From an optimization exercise on the open Yosys and OpenROAD flow, aimed at small area, a short achievable clock period and few clock cycles; shortcuts taken in it are not production practice.
No functional check of the RTL was part of this run.
Power is estimated from default activity; no workload was simulated.

## flow/design.v

```verilog
module sbtp_crc8_step (
    input  wire [7:0] crc_in,
    input  wire [7:0] data,
    output wire [7:0] crc_out
);
    wire [7:0] s0 = crc_in ^ data;
    wire [7:0] s1 = s0[7] ? ({s0[6:0], 1'b0} ^ 8'hD5) : {s0[6:0], 1'b0};
    wire [7:0] s2 = s1[7] ? ({s1[6:0], 1'b0} ^ 8'hD5) : {s1[6:0], 1'b0};
    wire [7:0] s3 = s2[7] ? ({s2[6:0], 1'b0} ^ 8'hD5) : {s2[6:0], 1'b0};
    wire [7:0] s4 = s3[7] ? ({s3[6:0], 1'b0} ^ 8'hD5) : {s3[6:0], 1'b0};
    wire [7:0] s5 = s4[7] ? ({s4[6:0], 1'b0} ^ 8'hD5) : {s4[6:0], 1'b0};
    wire [7:0] s6 = s5[7] ? ({s5[6:0], 1'b0} ^ 8'hD5) : {s5[6:0], 1'b0};
    wire [7:0] s7 = s6[7] ? ({s6[6:0], 1'b0} ^ 8'hD5) : {s6[6:0], 1'b0};
    wire [7:0] s8 = s7[7] ? ({s7[6:0], 1'b0} ^ 8'hD5) : {s7[6:0], 1'b0};
    assign crc_out = s8;
endmodule
module sbtp_tx (
    input  wire       clk,
    input  wire       rst,
    input  wire       in_valid,
    output wire       in_ready,
    input  wire [7:0] in_data,
    input  wire       in_last,
    input  wire       in_empty,
    output reg        out_valid,
    input  wire       out_ready,
    input  wire       out_err,
    output reg  [7:0] out_data,
    output reg        done,
    output reg  [1:0] status
);
    localparam [1:0] ST_OK = 2'd0, ST_OVF = 2'd1, ST_TERR = 2'd2;
    localparam [2:0] T_LOAD  = 3'd0,
                     T_START = 3'd1,
                     T_LEN   = 3'd2,
                     T_DATA  = 3'd3,
                     T_ESC2  = 3'd4,
                     T_CRC   = 3'd5,
                     T_END   = 3'd6;
    reg [2:0] state;
    reg [7:0] buffer [0:254];
    reg [8:0] cnt;        
    reg [9:0] elen;       
    reg       ovf;        
    reg [7:0] crc;
    reg [7:0] idx;
    wire [7:0] crc_next;
    sbtp_crc8_step u_crc (.crc_in(crc), .data(in_data), .crc_out(crc_next));
    wire       in_fire  = in_valid && in_ready;
    wire       has_byte = in_fire && !in_empty;
    wire       store    = has_byte && (cnt != 9'd255);
    wire       ovf_nxt  = ovf || (has_byte && (cnt == 9'd255));
    wire       in_ctrl  = (in_data == 8'h55) || (in_data == 8'hAA) || (in_data == 8'h5A);
    wire [9:0] elen_nxt = store ? elen + (in_ctrl ? 10'd2 : 10'd1) : elen;
    wire [7:0] cur      = buffer[idx];
    wire       cur_ctrl = (cur == 8'h55) || (cur == 8'hAA) || (cur == 8'h5A);
    wire       out_fire = out_valid && out_ready;
    wire       last_idx = ({1'b0, idx} == cnt - 9'd1);
    assign in_ready = (state == T_LOAD);
    always @(*) begin
        out_valid = (state != T_LOAD);
        case (state)
            T_START: out_data = 8'h55;
            T_LEN:   out_data = elen[7:0];
            T_DATA:  out_data = cur_ctrl ? 8'h5A : cur;
            T_ESC2:  out_data = cur ^ 8'h42;
            T_CRC:   out_data = ~crc;
            T_END:   out_data = 8'hAA;
            default: out_data = 8'h00;
        endcase
    end
    always @(posedge clk) begin
        if (store)
            buffer[cnt[7:0]] <= in_data;
    end
    always @(posedge clk) begin
        if (rst) begin
            state  <= T_LOAD;
            cnt    <= 9'd0;
            elen   <= 10'd0;
            ovf    <= 1'b0;
            crc    <= 8'hFF;
            idx    <= 8'd0;
            done   <= 1'b0;
            status <= ST_OK;
        end else begin
            done <= 1'b0;
            case (state)
                T_LOAD: begin
                    if (in_fire) begin
                        if (store) begin
                            cnt  <= cnt + 9'd1;
                            crc  <= crc_next;
                        end
                        elen <= elen_nxt;
                        ovf  <= ovf_nxt;
                        if (in_last) begin
                            if (ovf_nxt || elen_nxt > 10'd255) begin
                                done   <= 1'b1;
                                status <= ST_OVF;
                                cnt    <= 9'd0;
                                elen   <= 10'd0;
                                ovf    <= 1'b0;
                                crc    <= 8'hFF;
                            end else begin
                                state <= T_START;
                            end
                        end
                    end
                end
                default: begin
                    if (out_fire) begin
                        if (out_err) begin
                            done   <= 1'b1;
                            status <= ST_TERR;
                            state  <= T_LOAD;
                        end else begin
                            case (state)
                                T_START: state <= T_LEN;
                                T_LEN:   state <= (cnt == 9'd0) ? T_CRC : T_DATA;
                                T_DATA: begin
                                    if (cur_ctrl) begin
                                        state <= T_ESC2;
                                    end else begin
                                        idx   <= idx + 8'd1;
                                        state <= last_idx ? T_CRC : T_DATA;
                                    end
                                end
                                T_ESC2: begin
                                    idx   <= idx + 8'd1;
                                    state <= last_idx ? T_CRC : T_DATA;
                                end
                                T_CRC:   state <= T_END;
                                T_END: begin
                                    done   <= 1'b1;
                                    status <= ST_OK;
                                    state  <= T_LOAD;
                                end
                                default: state <= T_LOAD;
                            endcase
                        end
                        if (out_err || state == T_END) begin
                            cnt  <= 9'd0;
                            elen <= 10'd0;
                            ovf  <= 1'b0;
                            crc  <= 8'hFF;
                            idx  <= 8'd0;
                        end
                    end
                end
            endcase
        end
    end
endmodule
module sbtp_rx (
    input  wire       clk,
    input  wire       rst,
    input  wire       in_valid,
    output wire       in_ready,
    input  wire [7:0] in_data,
    input  wire       in_err,
    output reg        res_valid,
    output reg  [1:0] res_status,
    output reg  [7:0] res_len,
    output wire       out_valid,
    input  wire       out_ready,
    output wire [7:0] out_data,
    output wire       out_last
);
    localparam [1:0] ST_OK = 2'd0, ST_FMT = 2'd1, ST_CRC = 2'd2, ST_TERR = 2'd3;
    localparam [2:0] R_HUNT = 3'd0,
                     R_LEN  = 3'd1,
                     R_DATA = 3'd2,
                     R_ESC  = 3'd3,
                     R_CRC  = 3'd4,
                     R_END  = 3'd5,
                     R_OUT  = 3'd6;
    reg [2:0] state;
    reg [7:0] buffer [0:254];
    reg [7:0] rcnt;       
    reg [7:0] plen;       
    reg [7:0] crc;
    reg [7:0] csum;
    reg [7:0] oidx;
    wire       in_fire = in_valid && in_ready;
    wire       ok_byte = in_fire && !in_err;
    wire       app_data = ok_byte && (state == R_DATA) && (in_data != 8'h5A);
    wire       app_esc  = ok_byte && (state == R_ESC);
    wire       append   = app_data || app_esc;
    wire [7:0] app_byte = app_esc ? (in_data ^ 8'h42) : in_data;
    wire [7:0] crc_next;
    sbtp_crc8_step u_crc (.crc_in(crc), .data(app_byte), .crc_out(crc_next));
    assign in_ready  = (state != R_OUT);
    assign out_valid = (state == R_OUT);
    assign out_data  = buffer[oidx];
    assign out_last  = (oidx == plen - 8'd1);
    always @(posedge clk) begin
        if (append)
            buffer[plen] <= app_byte;
    end
    always @(posedge clk) begin
        if (rst) begin
            state      <= R_HUNT;
            rcnt       <= 8'd0;
            plen       <= 8'd0;
            crc        <= 8'hFF;
            csum       <= 8'd0;
            oidx       <= 8'd0;
            res_valid  <= 1'b0;
            res_status <= ST_OK;
            res_len    <= 8'd0;
        end else begin
            res_valid <= 1'b0;
            if (append) begin
                plen <= plen + 8'd1;
                crc  <= crc_next;
            end
            if (state == R_OUT) begin
                if (out_ready) begin
                    oidx <= oidx + 8'd1;
                    if (out_last) begin
                        state <= R_HUNT;
                        plen  <= 8'd0;
                        crc   <= 8'hFF;
                        oidx  <= 8'd0;
                    end
                end
            end else if (in_fire && in_err) begin
                res_valid  <= 1'b1;
                res_status <= ST_TERR;
                res_len    <= 8'd0;
                state      <= R_HUNT;
                plen       <= 8'd0;
                crc        <= 8'hFF;
            end else if (in_fire) begin
                case (state)
                    R_HUNT: begin
                        if (in_data == 8'h55)
                            state <= R_LEN;
                    end
                    R_LEN: begin
                        rcnt  <= in_data;
                        state <= (in_data == 8'd0) ? R_CRC : R_DATA;
                    end
                    R_DATA: begin
                        rcnt <= rcnt - 8'd1;
                        if (in_data == 8'h5A) begin
                            if (rcnt == 8'd1) begin
                                res_valid  <= 1'b1;
                                res_status <= ST_FMT;
                                res_len    <= 8'd0;
                                state      <= R_HUNT;
                                plen       <= 8'd0;
                                crc        <= 8'hFF;
                            end else begin
                                state <= R_ESC;
                            end
                        end else begin
                            state <= (rcnt == 8'd1) ? R_CRC : R_DATA;
                        end
                    end
                    R_ESC: begin
                        rcnt  <= rcnt - 8'd1;
                        state <= (rcnt == 8'd1) ? R_CRC : R_DATA;
                    end
                    R_CRC: begin
                        csum  <= in_data;
                        state <= R_END;
                    end
                    R_END: begin
                        res_valid <= 1'b1;
                        res_len   <= 8'd0;
                        plen      <= 8'd0;
                        crc       <= 8'hFF;
                        state     <= R_HUNT;
                        if (in_data != 8'hAA) begin
                            res_status <= ST_FMT;
                        end else if ((~crc) != csum) begin
                            res_status <= ST_CRC;
                        end else begin
                            res_status <= ST_OK;
                            res_len    <= plen;
                            if (plen != 8'd0) begin
                                state <= R_OUT;
                                plen  <= plen;
                            end
                        end
                    end
                    default: state <= R_HUNT;
                endcase
            end
        end
    end
endmodule
module sbtp_framer (
    input  wire       clk,
    input  wire       rst,
    input  wire       tx_in_valid,
    output wire       tx_in_ready,
    input  wire [7:0] tx_in_data,
    input  wire       tx_in_last,
    input  wire       tx_in_empty,
    output wire       tx_out_valid,
    input  wire       tx_out_ready,
    input  wire       tx_out_err,
    output wire [7:0] tx_out_data,
    output wire       tx_done,
    output wire [1:0] tx_status,
    input  wire       rx_in_valid,
    output wire       rx_in_ready,
    input  wire [7:0] rx_in_data,
    input  wire       rx_in_err,
    output wire       rx_res_valid,
    output wire [1:0] rx_res_status,
    output wire [7:0] rx_res_len,
    output wire       rx_out_valid,
    input  wire       rx_out_ready,
    output wire [7:0] rx_out_data,
    output wire       rx_out_last
);
    sbtp_tx u_tx (
        .clk       (clk),
        .rst       (rst),
        .in_valid  (tx_in_valid),
        .in_ready  (tx_in_ready),
        .in_data   (tx_in_data),
        .in_last   (tx_in_last),
        .in_empty  (tx_in_empty),
        .out_valid (tx_out_valid),
        .out_ready (tx_out_ready),
        .out_err   (tx_out_err),
        .out_data  (tx_out_data),
        .done      (tx_done),
        .status    (tx_status)
    );
    sbtp_rx u_rx (
        .clk        (clk),
        .rst        (rst),
        .in_valid   (rx_in_valid),
        .in_ready   (rx_in_ready),
        .in_data    (rx_in_data),
        .in_err     (rx_in_err),
        .res_valid  (rx_res_valid),
        .res_status (rx_res_status),
        .res_len    (rx_res_len),
        .out_valid  (rx_out_valid),
        .out_ready  (rx_out_ready),
        .out_data   (rx_out_data),
        .out_last   (rx_out_last)
    );
endmodule
```

## flow/run.sh

```bash
#!/bin/bash
# synth_recipe.tcl (not shown) runs the flow's synth.tcl, then flattens the netlist and writes it again
# the make line also repeats each setting of config.mk as NAME=value (left out here)
make -C /OpenROAD-flow-scripts/flow DESIGN_CONFIG=/design/flow/config.mk WORK_HOME=/design/flow/orfs CLKGATE_MAP_FILE= SYNTH_SCRIPT=/design/flow/synth_recipe.tcl finish
```

## flow/config.mk

```make
export PLATFORM = sky130hd
export DESIGN_NAME = sbtp_framer
export DESIGN_NICKNAME = sbtp_framer
export VERILOG_FILES = /design/flow/design.v
export SDC_FILE = /design/flow/constraint.sdc
export NUM_CORES = 4
export LEC_CHECK = 0
export CAP_MARGIN = 20
export CORE_MARGIN = 2
export CORE_UTILIZATION = 40
export PLACE_DENSITY = 0.6
export SETUP_SLACK_MARGIN = 0.3
export SLEW_MARGIN = 20
```

## flow/constraint.sdc

```tcl
create_clock -name core_clock -period 8.0 [get_ports {clk}]
set_input_delay 1.6000 -clock core_clock [delete_from_list [all_inputs] [get_ports {clk}]]
set_output_delay 1.6000 -clock core_clock [all_outputs]
set_load 0.01 [all_outputs]
```

==> impl_metrics.toml <==
[finish]
multi_input_area_mm2 = 0.0379
fillCellCount = 34300
final_layout_size_suffix_gt1_share_pct = 22.9
area_delta_synth_final_pct = 12.5
seqCellArea_mm2 = 0.125
nets = 8300

[clock_network]
clockRootBuffer = "clkbuf_16"
clk_pin_slew_ns = 0.06
cts_tree = "done"
htreeDepth = 5
cts_buffers = 410
max-clock-path-buffers = 4
clkLatencyLatePin_ns = 1.00
cts.sinks = 4192

[critical_path]
endpoint = "tx_out_data[7]"
cp.required_ns = 6.40
max_stage_delay_ns = 0.78
crit_buf_inv = 2
r2r_slack_ns = 2.55
slowest_stage = "dfxtp_2"
worstPathCellList = "nand2_1, a21oi_1, o22ai_1, and4b_1, nor4_2, buf_4, nand4_1, a21oi_1, o32a_1, o221ai_1, clkdlybuf4s50_1"
crit_type = "reg2out"
cp_common_cell = "a21oi_1"
startpoint_type = "register"
crit_fanout = 23
cp.arrival_ns = 6.07
cp_num_cells = 11
critPathTopFamily = "compound AO/OA/AOI/OAI gates"
r2r_end = "u_tx.idx[6]$_SDFFE_PP0P_"
ff2ff_path_depth = 13
end_kind = "primary output"

[yosys]
syn_area_mm2 = 0.165
synth_cells = 8026
synth_nets = 8070
syn_avg_cell_area_um2 = 20.6
synth_edf_count = 4080
yosysTopAreaCellShare_pct = 74.1
ys_types = 105
yosysSeqAreaShare_pct = 75.4
yosysTopAreaCell = "edfxtp_1"
synthFlopType = "edfxtp_1"
yosysWarnings = 2
ys_ff_latch = 4192
synth.area.top_cells = "edfxtp_1 74%, mux4_2 14%, mux2i_1 2.2%"
synth_async_sr_flop_share_pct = 0

[timing]
period_needed_ns = 7.67
rsz0062_at_grt = "false"
hold_viol = 0
worstMarginPinSlew_ns = 1.20
setup_viol = 0
max_freq_mhz = 130
clock_skew_ns = 0.0878
tns_ns = 0
relSlewSlack_pct = 20.0
period_share_pct = 95.9
fin_hold_ws_ns = 0.461
finalMaxSlewViolations = 0

[global_route]
grt_pass1_vias = 81800
overflow = 0
antenna_found_initial = 10
grt_pass1_wl_um = 610000
grt.total_usage_pct = 20.2
grt_max_degree = 205

[hold_path]
hp-class = "reg2reg"

[floorplan]
die_area_mm2 = 0.419
start_util_pct = 40.1
core-area_mm2 = 0.413
die-height_um = 647
ios = 61
placementRows = 236
dieWidth_um = 647

[power]
ir_drop_uv = 209
power_density_mw_per_mm2 = 240
leakage_uw = 0.0551

[detailed_routing]
num_vias = 81700
antenna_left = 0
firstDrtPassIters = 6
drt-total-wl_um = 429000
routedWlPerCell_um = 30.5
detail_route.iter0.violations = 10100
drc = 0
vias_per_cell = 5.80

[placement]
numPortBuffers = 60
dp_hpwl_um = 259000
gp_congestion = 0.871

[outcome]
status = "finished clean"

[job]
cap_violations = 0
worst min-delay path by stage:
stage	startpoint	end	depth (start not counted)
2_1_floorplan	u_rx.rcnt[1]$_SDFFE_PP0P_	u_rx.rcnt[1]$_SDFFE_PP0P_	2
3_3_place_gp	u_tx.status[1]$_SDFFE_PP0P_	u_tx.status[1]$_SDFFE_PP0P_	2
3_5_place_dp	u_tx.status[1]$_SDFFE_PP0P_	u_tx.status[1]$_SDFFE_PP0P_	2
4_1_cts	u_rx.res_len[1]$_SDFFE_PP0P_	u_rx.res_len[1]$_SDFFE_PP0P_	2
5_1_grt	u_rx.res_len[2]$_SDFFE_PP0P_	u_rx.res_len[2]$_SDFFE_PP0P_	2
6_report	u_rx.res_len[3]$_SDFFE_PP0P_	u_rx.res_len[3]$_SDFFE_PP0P_	2
layer usage:
metal | global-route usage, % | part of all wire [%] | vias up | wire length (µm)
li1 | - | - | 33700 | -
met1 | 27.4 | 40 | 43700 | 172000
met2 | 32.8 | 48 | 3596 | 207000
met3 | 3.21 | 7.5 | 721 | 32100
met4 | 7.67 | 4.1 | 2 | 17500
met5 | 0 | 0.0028 | - | 12
what timing repair did:
item,4_1_cts,5_1_grt
buffers inserted,11,0
resized for setup,6,3
hold buffers,0,0
gates cloned,1,0
setup endpoints to repair,8,4
kinds of logic after synthesis:
kind of cell	share of synthesized area (%)
adder cells (fa/ha/maj)	0.141
AND/OR/NAND/NOR	3.36
flip-flops	75.4
AO/OA/AOI/OAI	2.24
buffers and inverters	1.79
multiplexers	16.6
XOR/XNOR	0.498
placed cells by master (no fill, tap or decap), types with 22 or more instances in the layout:
cell / instances
edfxtp_1: 4080
mux4_2: 993
nor2_1: 633
clkbuf_16: 414
mux2i_1: 365
nand2_1: 247
buf_4: 176
a21oi_1: 127
clkinv_2: 107
dfxtp_1: 101
nand3_1: 98
o21ai_0: 84
a22oi_1: 81
clkinv_1: 80
clkbuf_1: 73
o22ai_1: 63
xnor2_1: 56
bufinv_16: 45
clkdlybuf4s50_1: 45
mux4_1: 42
nor3_1: 41
buf_12: 40
xor2_1: 36
inv_1: 28
a221oi_1: 28
nand2b_1: 27
mux2_2: 25
nor2b_1: 24
a31oi_1: 22
flip-flops by register name, summed over array words and instances (netlist names), named ones only:
register / cells
u_rx.buffer: 2040
u_tx.buffer: 2040
u_tx.elen: 10
u_tx.cnt: 9
u_rx.crc: 8
u_rx.csum: 8
u_rx.oidx: 8
u_rx.plen: 8
u_rx.rcnt: 8
u_rx.res_len: 8
u_tx.crc: 8
u_tx.idx: 8
u_rx.state: 3
u_tx.state: 3
u_rx.res_status: 2
u_tx.status: 2
u_rx.res_valid: 1
u_tx.done: 1
u_tx.ovf: 1
stage by stage:
step           total power, µW  worst slack, ns  std cells  instance area, µm²  util [%]
4_1_cts                  45000            0.345      14100              186000      45.1
6_report                 44700            0.331      14100              186000      45.1
3_3_place_gp             25700            0.201      13300              172000      41.8
3_5_place_dp             25700            0.863      13300              172000      41.8
2_1_floorplan            25200             1.53       8026              165000         -
5_1_grt                  45800            0.299      14100              186000      45.1
worst min-delay path, stage by stage, from the launching register on:
cell and delay, ns:
dfxtp_1 0.31, nand2_1 0.05, a21oi_1 0.05
layout make-up:
class | count | area share (%)
timing repair buffer | 284 | 1.58
antenna | 8 | 0.0108
clock inverter | 272 | 1.50
inverter | 32 | 0.0645
tap | 5474 | 3.68
sequential | 4192 | 67.0
multi-input combinational | 3336 | 20.4
clock buffer | 493 | 5.76
Yosys cell counts, types with 20 or more instances:
master and count:
a21oi_1 127, a221oi_1 28, a22oi_1 81, a31oi_1 22
and2_1 20, buf_1 65, buf_12 28, buf_2 49
buf_4 52, buf_6 22, clkbuf_1 230, dfxtp_1 112
edfxtp_1 4080, inv_1 30, mux2_2 25, mux2i_1 365
mux4_1 42, mux4_2 993, nand2_1 260, nand2b_1 29
nand3_1 105, nand4_1 20, nor2_1 637, nor2b_1 28
nor3_1 42, o21ai_0 84, o221ai_1 20, o22ai_1 64
xnor2_1 58, xor2_1 36
where the power goes:
group          leakage [µW]  switching [µW]  internal, µW
Clock               0.00662            8400         11100
Combinational        0.0109             772           371
Sequential           0.0376            28.7         24100

[separate check: timing with driven ports]
Ports are ideal in the flow. The routed layout listed here was re-timed in OpenROAD. Step 1 (the two cells are an assumption about what drives the block):
set clk [get_ports {clk}]
set_driving_cell -lib_cell sky130_fd_sc_hd__clkbuf_16 $clk
set_driving_cell -lib_cell sky130_fd_sc_hd__buf_2 [delete_from_list [all_inputs] $clk]
Step 2, shift: input delay + t, output delay - t, t = (earliest + latest rising clock arrival at the registers) / 2. This alone moves slack from input paths to output paths. Three values: ideal, step 1, step 2; two values: the first two.
t (ns): 1.076
setup WS [ns]: 0.331 / 0.218 / 1.294
hold WS [ns]: 0.461 / 0.461 / 0.461
worst setup path after step 2: register to output
After both steps setup and hold are still met in this run. The setup slack of this run moves by -0.113 ns with the drivers and by +0.963 ns with both steps.
